What follows belongs to an exercise in optimizing a design on an open flow for small area and a short achievable clock period; a production flow would make more cautious choices.
Where RTL was checked, it was by simulation tests only, not by an equivalence proof against the original.
No driver is modelled on the clock port, so clock power and skew are understated where the tree is cut down; a real chip needs a root buffer or a tree.
Power and IR drop assume default switching activity.

## crc_link
module crc_link (
    input  wire        clk,
    input  wire        rst,
    input  wire        op_valid,
    input  wire [3:0]  op_code,
    input  wire [7:0]  op_arg,
    input  wire        tick,
    output wire [5:0]  stat,          
    output wire [2:0]  op_status,
    output reg  [15:0] crc,
    output reg  [2:0]  rx_err,
    output reg  [7:0]  rx_len,
    output wire [15:0] rx_crc_calc,
    output wire [15:0] rx_crc_recv,
    output wire        txm_re,
    output wire [7:0]  txm_addr,
    input  wire [7:0]  txm_rdata,
    output wire        rxm_we,
    output wire [8:0]  rxm_addr,
    output wire [7:0]  rxm_wdata,
    output wire        txd,
    input  wire        rxd
);
Size in the first run: roughly 890 cells after synthesis, roughly 120 I/O pins, about 0.011 sq mm of cells after synthesis.
export LEC_CHECK = 0
export ABC_CLOCK_PERIOD_IN_PS = 2500
export CAP_MARGIN = 20
export CORE_MARGIN = 2
export CORE_UTILIZATION = 40
export CTS_CLUSTER_DIAMETER = 60
export CTS_CLUSTER_SIZE = 20
export SETUP_SLACK_MARGIN = 2.0
export SLEW_MARGIN = 20
create_clock -name core_clock -period 4.5 [get_ports {clk}]
run.sh (not shown) runs the stock make flow with config.mk's settings and CLKGATE_MAP_FILE= SYNTH_SCRIPT=/design/flow/synth_recipe.tcl, a recipe that flattens the netlist after the stock synthesis.
The starting point completed with no timing, DRC or antenna violations.
Edit:
--- a/flow/config.mk
+++ b/flow/config.mk
@@ -12,2 +11,0 @@
-export CTS_CLUSTER_DIAMETER = 60
-export CTS_CLUSTER_SIZE = 20
The new run finished clean.
Sequential share of layout area goes down by 0.31 points.
Final cell count rose by 0.85%.
Setup slack gets better by 0.045 ns.
Routed wire length hardly moves.
Flip-flop and latch count does not change.
Count of clock-buffer cells in the layout went up by 12.
Global-route usage rose by 0.11 points.
Sequential power stays flat.
No functional check of the RTL was part of any run of this note.

* * *

The RTL this note starts from:
==> flow/design.v <==
module crc16_step (
    input  wire [15:0] crc_in,
    input  wire [7:0]  data,
    output wire [15:0] crc_out
);
    wire [7:0] x = crc_in[15:8] ^ data;
    wire a = x[0] ^ x[4];
    wire b = x[1] ^ x[5];
    wire c = x[2] ^ x[6];
    wire d = x[3] ^ x[7];
    wire [15:0] t = {d, c, b, a ^ x[7], x[6], x[5], x[4], d,
                     c ^ x[7], b ^ x[6], a ^ x[5], x[4], d, c, b, a};
    assign crc_out = t ^ {crc_in[7:0], 8'h00};
endmodule
module crc_link (
    input  wire        clk,
    input  wire        rst,
    input  wire        op_valid,
    input  wire [3:0]  op_code,
    input  wire [7:0]  op_arg,
    input  wire        tick,
    output wire [5:0]  stat,          
    output wire [2:0]  op_status,
    output reg  [15:0] crc,
    output reg  [2:0]  rx_err,
    output reg  [7:0]  rx_len,
    output wire [15:0] rx_crc_calc,
    output wire [15:0] rx_crc_recv,
    output wire        txm_re,
    output wire [7:0]  txm_addr,
    input  wire [7:0]  txm_rdata,
    output wire        rxm_we,
    output wire [8:0]  rxm_addr,
    output wire [7:0]  rxm_wdata,
    output wire        txd,
    input  wire        rxd
);
    wire op_crc_init = op_valid && (op_code == 4'h1);
    wire op_crc_byte = op_valid && (op_code == 4'h2);
    wire op_tx_frame = op_valid && (op_code == 4'h4);
    wire op_rx_start = op_valid && (op_code == 4'h5);
    wire [15:0] crc_next;
    crc16_step u_hcrc (.crc_in(crc), .data(op_arg), .crc_out(crc_next));
    always @(posedge clk) begin
        if (rst || op_crc_init)
            crc <= 16'h0000;
        else if (op_crc_byte)
            crc <= crc_next;
    end
    reg [2:0]  tph;
    reg        tx_busy;   
    reg [7:0]  txlen;
    reg [7:0]  ta;
    reg [15:0] tcrc;
    reg [3:0]  ts;
    reg [2:0]  tbc;
    reg [8:0]  tsr;       
    reg        pay_end;   
    reg        tre;
    wire ts_idle  = (ts == 4'd9);
    wire ts_fetch = (ts == 4'd14);
    wire ts_start = (ts == 4'd15);
    wire tstep    = !ts_idle && !ts_fetch && (tbc == 3'd0);
    wire in_pay   = (tph == 3'd3) && !pay_end;
    assign txm_re   = tre;
    assign txm_addr = ta;
    assign txd      = tsr[0];
    wire [7:0] tbits  = tsr[8:1];
    wire       tbit   = tbits[tbc];
    wire       crc_on = ts_start && (((tph == 3'd3) && (ta != 8'h00)) || (tph == 3'd4));
    wire       tfb    = tcrc[15] ^ tbit;
    reg [7:0] tbyte;
    always @* begin
        case (tph)
            3'd1:    tbyte = 8'h02;
            3'd2:    tbyte = txlen;
            3'd3:    tbyte = pay_end ? tcrc[15:8] : txm_rdata;
            3'd4:    tbyte = tcrc[15:8];
            default: tbyte = 8'h03;
        endcase
    end
    always @(posedge clk) begin
        if (rst) begin
            tph     <= 3'd0;
            tx_busy <= 1'b0;
        end else if (!tx_busy) begin
            if (op_tx_frame) begin
                tph     <= 3'd1;
                tx_busy <= 1'b1;
            end
        end else if (ts_idle) begin
            if (tph == 3'd6) begin
                tph     <= 3'd0;
                tx_busy <= 1'b0;
            end
        end else if (ts_fetch && !in_pay) begin
            tph <= tph + 3'd1;
        end
        if (!tx_busy) begin
            txlen <= op_arg;
            ta    <= 8'h00;
            tcrc  <= 16'h0000;
        end else begin
            if (ts_fetch && in_pay)
                ta <= ta + 8'd1;
            if (crc_on)
                tcrc <= {tcrc[14:12], tcrc[11] ^ tfb, tcrc[10:5], tcrc[4] ^ tfb,
                         tcrc[3:0], tfb};
        end
        pay_end <= (ta == txlen);
        tre <= !rst && (tph == 3'd3) && !pay_end && (ts == 4'd8) && (tbc == 3'd0);
    end
    always @(posedge clk) begin
        if (rst) begin
            ts <= 4'd9;
        end else if (ts_idle) begin
            if (tx_busy && tph != 3'd6)
                ts <= 4'd14;
        end else if (ts_fetch || tbc == 3'd0) begin
            ts <= ts + 4'd1;
        end
        tbc <= ts_fetch ? 3'd7 : tbc - 3'd1;
        if (ts_fetch)
            tsr[8:1] <= tbyte;
        else if (tstep)
            tsr[8:1] <= {1'b1, tsr[8:2]};
        if (rst)
            tsr[0] <= 1'b1;
        else if (ts_fetch)
            tsr[0] <= 1'b0;
        else if (tstep)
            tsr[0] <= tsr[1];
    end
    reg       rxd_m, rxd_s;
    reg [3:0] rn;       
    reg [3:0] rb;
    reg [7:0] rdat;
    reg       push, ferr;
    always @(posedge clk) begin
        rxd_m <= rxd || rst;
        rxd_s <= rxd_m || rst;
        if (rst) begin
            rn   <= 4'd0;
            push <= 1'b0;
            ferr <= 1'b0;
        end else begin
            push <= 1'b0;
            ferr <= 1'b0;
            if (rn == 4'd0) begin
                if (!rxd_s) begin
                    rn <= 4'd1;
                    rb <= 4'd11;
                end
            end else if (rb != 4'd0) begin
                rb <= rb - 4'd1;
            end else if (rn != 4'd9) begin
                rdat <= {rxd_s, rdat[7:1]};
                rn   <= rn + 4'd1;
                rb   <= 4'd7;
            end else begin
                push <= rxd_s;
                ferr <= !rxd_s;
                rn   <= 4'd0;
            end
        end
    end
    reg [7:0] f0, f1, f2, f3, f4, f5, f6;
    reg [7:0] fdout;
    reg [3:0] fc;
    wire fifo_ne   = !fc[3];
    wire fifo_full = (fc == 4'd7);
    wire do_push   = push && !fifo_full;
    wire fifo_pop;
    wire [63:0] fsel  = {f6, f5, f4, f3, f2, f1, f0, rdat};
    wire [7:0]  fnext = fc[3] ? rdat : fsel[fc[2:0]*8 +: 8];   
    wire [3:0]  fc_d  = rst ? 4'hF : fc + {3'b000, do_push} - {3'b000, fifo_pop};
    always @(posedge clk) begin
        if (do_push) begin
            f0 <= rdat; f1 <= f0; f2 <= f1; f3 <= f2;
            f4 <= f3;   f5 <= f4; f6 <= f5;
        end
        if (fifo_pop || (push && !fifo_ne))
            fdout <= fnext;
        fc <= fc_d;
    end
    reg ferr_flag, ovr_flag, opst;
    reg rx_busy, rx_done;
    wire rx_start = op_rx_start && !rx_busy;
    wire ferr_d = !rst && (ferr || (ferr_flag && !rx_start));
    wire ovr_d  = !rst && ((push && fifo_full) || (ovr_flag && !rx_start));
    always @(posedge clk) begin
        ferr_flag <= ferr_d;
        ovr_flag  <= ovr_d;
        if (rst)
            opst <= 1'b0;
        else if (op_tx_frame)
            opst <= tx_busy;
        else if (op_rx_start)
            opst <= rx_busy;
    end
    assign op_status = {2'b00, opst};
    localparam D_H0 = 3'd0, D_H1 = 3'd1, D_PAY = 3'd2, D_CH = 3'd3,
               D_CL = 3'd4, D_END = 3'd5;
    reg [2:0]  dph;         
    reg [8:0]  rxcnt;
    reg [6:0]  rxtimer;     
    reg [15:0] rcrc;
    reg        f02;
    reg [7:0]  prev1, prev2;
    reg        take;        
    reg        crc_shown;
    reg        crc_match;   
    wire link_err = ferr_flag || ovr_flag;
    assign fifo_pop = take;
    wire [15:0] rcrc_next;
    crc16_step u_rcrc (.crc_in(rcrc), .data(fdout), .crc_out(rcrc_next));
    reg pay_last;
    wire bad_hdr  = take && (dph == D_H1) && !f02;
    wire at_end   = take && (dph == D_END);
    wire timeout  = tick && (rxtimer == 7'h34);
    wire fin      = link_err || bad_hdr || at_end || timeout;
    wire busy_d   = !rst && (rx_busy ? !fin : op_rx_start);
    always @(posedge clk) begin
        rx_busy <= busy_d;
        take    <= busy_d && !ferr_d && !ovr_d && !fc_d[3];
        if (rst) begin
            rx_done <= 1'b0;
            rx_len  <= 8'h00;
            rx_err  <= 3'd0;
        end else if (!rx_busy) begin
            if (op_rx_start) begin
                rx_done <= 1'b0;
                rx_len  <= 8'h00;
                rx_err  <= 3'd0;
            end
        end else begin
            if (fin)
                rx_done <= 1'b1;
            if (link_err)
                rx_err <= 3'd1;
            else if (bad_hdr)
                rx_err <= 3'd3;
            else if (at_end)
                rx_err <= (fdout != 8'h03) ? 3'd5 : crc_match ? 3'd0 : 3'd4;
            else if (timeout)
                rx_err <= 3'd2;
            if (take && dph == D_H1 && f02)
                rx_len <= fdout;
        end
        if (rst || rx_start)
            crc_shown <= 1'b0;
        else if (at_end && fdout == 8'h03)
            crc_shown <= 1'b1;
        if (!rx_busy) begin
            rxcnt   <= 9'd0;
            dph     <= D_H0;
            rxtimer <= 7'h7F;
        end else begin
            if (tick)
                rxtimer <= {rxtimer[5:0], rxtimer[6] ^ rxtimer[5]};
            if (take) begin
                rxcnt <= rxcnt + 9'd1;
                pay_last <= (dph == D_H1) ? (fdout == 8'h01) : (rxcnt[7:0] == rx_len);
                if (dph != D_END) begin
                    prev1 <= fdout;
                    prev2 <= prev1;
                end
                case (dph)
                    D_H0: begin
                        f02  <= (fdout == 8'h02);
                        rcrc <= 16'h0000;
                        dph  <= D_H1;
                    end
                    D_H1: dph <= (fdout == 8'h00) ? D_CH : D_PAY;
                    D_PAY: begin
                        rcrc <= rcrc_next;
                        if (pay_last)
                            dph <= D_CH;
                    end
                    D_CH: begin
                        crc_match <= (fdout == rcrc[15:8]);
                        dph <= D_CL;
                    end
                    D_CL: begin
                        crc_match <= crc_match && (fdout == rcrc[7:0]);
                        dph <= D_END;
                    end
                    default: ;
                endcase
            end
        end
    end
    assign rx_crc_calc = crc_shown ? rcrc : 16'h0000;
    assign rx_crc_recv = crc_shown ? {prev2, prev1} : 16'h0000;
    assign rxm_we    = take;
    assign rxm_addr  = rxcnt;
    assign rxm_wdata = fdout;
    assign stat = {ovr_flag, ferr_flag, fifo_ne, rx_done, rx_busy, tx_busy};
endmodule
clock: 4.5 ns
lec_check: 0
abc_clock_period_in_ps: 2000
cap_margin: 20
core_margin: 2
core_utilization: 65
setup_slack_margin: 2.3
slew_margin: 20
standard.sh (not shown) runs the stock make flow with config.mk's settings and CLKGATE_MAP_FILE= SYNTH_SCRIPT=/design/flow/synth_recipe.tcl, a recipe that flattens the netlist after the stock synthesis.
==> flow/flow/run.sh <==
#!/bin/bash
# Layout: the standard ORFS flow (standard.sh), with these changes passed
# to ORFS through the environment:
#  - the port buffers that buffer_ports inserts during global placement are
#    sky130_fd_sc_hd__buf_1 (timing repair still resizes them as needed)
#    instead of the flow's default pick, clkdlybuf4s50_1;
#  - the clock tree is built by flow/pre_cts.tcl (ORFS's PRE_CTS_TCL hook):
#    two levels of clkbuf_16 in place of TritonCTS's three.
# The whole make output goes to standard_flow.log; ORFS keeps each step's
# own log under orfs/logs/.
set -euo pipefail
cd "$(dirname "$0")/.."
export BUFFER_PORTS_ARGS="-buffer_cell sky130_fd_sc_hd__buf_1"
export PRE_CTS_TCL="$PWD/flow/pre_cts.tcl"
bash standard.sh finish > standard_flow.log 2>&1
Other scripts of this flow, unchanged in this note and not shown: flow/flow/manual_cts.tcl, flow/flow/pre_cts.tcl
==> next run, changes <==
--- a/flow/config.mk
+++ b/flow/config.mk
@@ -10,4 +10,4 @@
 export CORE_MARGIN = 2
-export CORE_UTILIZATION = 65
-export SETUP_SLACK_MARGIN = 2.3
+export CORE_UTILIZATION = 75
+export SETUP_SLACK_MARGIN = 2.4
 export SLEW_MARGIN = 20
After rerunning: Global-route usage increases by 8.0 points. Setup slack got worse by 0.15 ns. Fmax shrinks by 6.8%. Design area goes up by 1.4%. Final cell count is lower by 2.0%. Sequential power stays flat. Clock power barely changes. Synthesized area is unchanged. Sequential share of layout area is lower by 0.65 points.
No run of this note takes its clock network from TritonCTS; it comes from the design's own scripts or RTL.

* * *

RTL: the design.v shown in full above, as it stands there.
export LEC_CHECK = 0
export ABC_CLOCK_PERIOD_IN_PS = 2200
export CAP_MARGIN = 20
export CORE_MARGIN = 2
export CORE_UTILIZATION = 65
export CTS_CLUSTER_DIAMETER = 60
export CTS_CLUSTER_SIZE = 30
export SETUP_SLACK_MARGIN = 2.2
export SLEW_MARGIN = 20
create_clock -name core_clock -period 4.5 [get_ports {clk}]
==> flow/flow/run.sh <==
#!/bin/bash
# Layout: the standard ORFS flow (standard.sh), unchanged except for
# two settings passed through the environment to ORFS:
#  - the port buffers that buffer_ports inserts during global placement are
#    sky130_fd_sc_hd__buf_1 (timing repair still resizes them as needed)
#    instead of the flow's default pick, clkdlybuf4s50_1;
#  - clock tree synthesis runs without dummy loads.
# The whole make output goes to standard_flow.log; ORFS keeps each step's
# own log under orfs/logs/.
set -euo pipefail
cd "$(dirname "$0")/.."
export BUFFER_PORTS_ARGS="-buffer_cell sky130_fd_sc_hd__buf_1"
export CTS_ARGS="-sink_clustering_enable -repair_clock_nets -dont_use_dummy_load -sink_clustering_size 30 -sink_clustering_max_diameter 60"
bash standard.sh finish > standard_flow.log 2>&1
Edit:
--- a/flow/config.mk
+++ b/flow/config.mk
@@ -8 +8 @@
-export ABC_CLOCK_PERIOD_IN_PS = 2200
+export ABC_CLOCK_PERIOD_IN_PS = 2000
@@ -14 +14 @@
-export SETUP_SLACK_MARGIN = 2.2
+export SETUP_SLACK_MARGIN = 2.4
Outcome: Power drops slightly; register-to-register slack improves by 0.19 ns; routed wire length climbs by a few percent; utilization increases by 1.7 points; worst hold slack degrades by 0.0072 ns; synthesized cell count is unchanged; global-route usage came out higher by 0.71 points; die area stays the same; worst setup slack is better by 0.099 ns; area after synthesis does not change.

* * *

== lagoon ==
// crc_link: RTL as listed in full above, without the edits since
==> flow/config.mk <==
export PLATFORM = sky130hd
export DESIGN_NAME = crc_link
export DESIGN_NICKNAME = crc_link
export VERILOG_FILES = /design/flow/design.v
export SDC_FILE = /design/flow/constraint.sdc
export NUM_CORES = 4
export LEC_CHECK = 0
export ABC_AREA = 1
export CAP_MARGIN = 20
export CORE_MARGIN = 2
export CORE_UTILIZATION = 65
export SETUP_SLACK_MARGIN = 2.4
export SLEW_MARGIN = 20
==> flow/constraint.sdc <==
create_clock -name core_clock -period 4.5 [get_ports {clk}]
set_input_delay 0.9000 -clock core_clock [delete_from_list [all_inputs] [get_ports {clk}]]
set_output_delay 0.9000 -clock core_clock [all_outputs]
set_load 0.01 [all_outputs]
==> flow/flow/run.sh <==
#!/bin/bash
# Layout: the standard ORFS flow (standard.sh), with these changes passed
# to ORFS through the environment:
#  - the port buffers that buffer_ports inserts during global placement are
#    sky130_fd_sc_hd__buf_1 (timing repair still resizes them as needed)
#    instead of the flow's default pick, clkdlybuf4s50_1;
#  - the clock tree is built by flow/pre_cts.tcl (ORFS's PRE_CTS_TCL hook):
#    two levels of clkbuf_16 in place of TritonCTS's three.
# The whole make output goes to standard_flow.log; ORFS keeps each step's
# own log under orfs/logs/.
set -euo pipefail
cd "$(dirname "$0")/.."
export BUFFER_PORTS_ARGS="-buffer_cell sky130_fd_sc_hd__buf_1"
export PRE_CTS_TCL="$PWD/flow/pre_cts.tcl"
bash standard.sh finish > standard_flow.log 2>&1
Other scripts of this flow, unchanged in this note and not shown: flow/flow/manual_cts.tcl, flow/flow/pre_cts.tcl
Both conditions hold for lagoon: the flow ran to the end and the final layout passed the timing, DRC and antenna checks.
--- input diff lagoon..pepper ---
--- a/flow/config.mk
+++ b/flow/config.mk
@@ -7,3 +7,3 @@
 export LEC_CHECK = 0
-export ABC_AREA = 1
+export ABC_CLOCK_PERIOD_IN_PS = 2000
 export CAP_MARGIN = 20
@@ -13 +13,2 @@
 export SLEW_MARGIN = 20
+export TNS_END_PERCENT = 10
Findings:
- Having completed the whole flow, pepper delivered a layout that passed the timing, DRC and antenna checks.
- pepper vs lagoon on sequential power: pepper is the lower one.
- pepper against lagoon: relative contribution of the clock network to total power went up by 1.3 points; share of the cycle needed by the critical path after routing went up by 2.9 points; worst hold-check slack went up by 0.016 ns.
- pepper vs lagoon: design area down slightly
- Taking lagoon as the reference point, the inserted tap cell count of pepper falls by 4.
- Total routed wirelength: pepper vs lagoon down 520 um
- [compare] base=lagoon new=pepper: area inside the core boundary moved down, worst max-slew margin expressed relative to the limit moved down.
--- input diff pepper..juniper ---
--- a/flow/config.mk
+++ b/flow/config.mk
@@ -11,4 +11,3 @@
 export CORE_UTILIZATION = 65
-export SETUP_SLACK_MARGIN = 2.4
+export SETUP_SLACK_MARGIN = 2.7
 export SLEW_MARGIN = 20
-export TNS_END_PERCENT = 10
### Flow results
Flip-flop and latch count came out exactly the same in pepper and juniper.
Per the comparison of juniper with pepper, growth of design area from synthesis to finish went up by 13 points, total length of routed met2 wires went up by about 20%.
Utilization pepper -> juniper: up
The power consumed by the clock network on juniper is in line with that on pepper.
Diff pepper -> juniper: delay contributed by the slowest stage of the critical path fell 0.23 ns, clock skew -0.0036 ns, number of cells on the critical path now larger, pin count of the biggest net entering global routing shrank by 14.
Relative to pepper, area taken by flip-flops and latches has increased by about 1% in juniper.
[inputs] nickel vs juniper
--- a/flow/config.mk
+++ b/flow/config.mk
@@ -11,3 +11,3 @@
 export CORE_UTILIZATION = 65
-export SETUP_SLACK_MARGIN = 2.7
+export SETUP_SLACK_MARGIN = 2.4
 export SLEW_MARGIN = 20
Results
nickel vs. juniper: setup slack held steady; critical path depth shrank by 6; combinational power shrank by about 20%; number of detailed-route iterations in the first pass held steady; wire length on met2 shrank by 19%.
Relative to juniper, number of fillers in the final layout increased by about 30% in nickel.
In every run of this note, the design's own scripts or RTL, not TritonCTS, make the clock network.

-- separate check: timing with driven ports --
The results above use ideal ports. As a check the final layouts listed here were re-extracted and re-timed, cells and wires unchanged.
Step 1 (the two cells are an assumption about what drives the block):
set clk [get_ports {clk}]
set_driving_cell -lib_cell sky130_fd_sc_hd__clkbuf_16 $clk
set_driving_cell -lib_cell sky130_fd_sc_hd__buf_2 [delete_from_list [all_inputs] $clk]
Step 2 adds t to the input delays and takes it off the output delays; t is the mean of the earliest and latest rising clock arrival at the registers after step 1. Input paths then give back, and output paths get back, about the clock's delay inside the block.
Three values: ideal, step 1, step 2; two values: the first two.
| run | shift t [ns] | slack for setup (ns) | worst setup path at the end | worst register clock-pin slew, ns | cell pins on the clock port's net |
|---|---|---|---|---|---|
| the first run of note 1 | 0.549 | 1.885 / 1.839 / 1.525 | input to register | 0.08 / 0.08 | 1 |
| the second run of note 1 | 0.577 | 1.930 / 1.884 / 1.586 | input to register | 0.06 / 0.06 | 1 |
| the first run of note 2 | 0.380 | 2.386 / 2.342 / 2.103 | input to register | 0.10 / 0.10 | 4 |
| the second run of note 2 | 0.382 | 2.233 / 2.233 / 2.033 | input to register | 0.12 / 0.12 | 4 |
| the first run of note 3 | 0.506 | 2.214 / 2.214 / 1.869 | input to register | 0.09 / 0.09 | 1 |
| the second run of note 3 | 0.509 | 2.313 / 2.269 / 1.958 | input to register | 0.10 / 0.10 | 1 |
| lagoon | 0.378 | 2.459 / 2.394 / 2.142 | input to register | 0.11 / 0.11 | 4 |
| pepper | 0.382 | 2.329 / 2.243 / 2.045 | input to register | 0.12 / 0.12 | 4 |
| juniper | 0.374 | 2.421 / 2.402 / 2.182 | input to register | 0.11 / 0.11 | 4 |
| nickel | 0.374 | 2.421 / 2.407 / 2.078 | input to register | 0.11 / 0.11 | 4 |
After both steps every run listed still meets setup and hold. The setup slack of the first run of note 1, which loses most, moves by -0.046 ns with the drivers and by -0.360 ns with both steps.
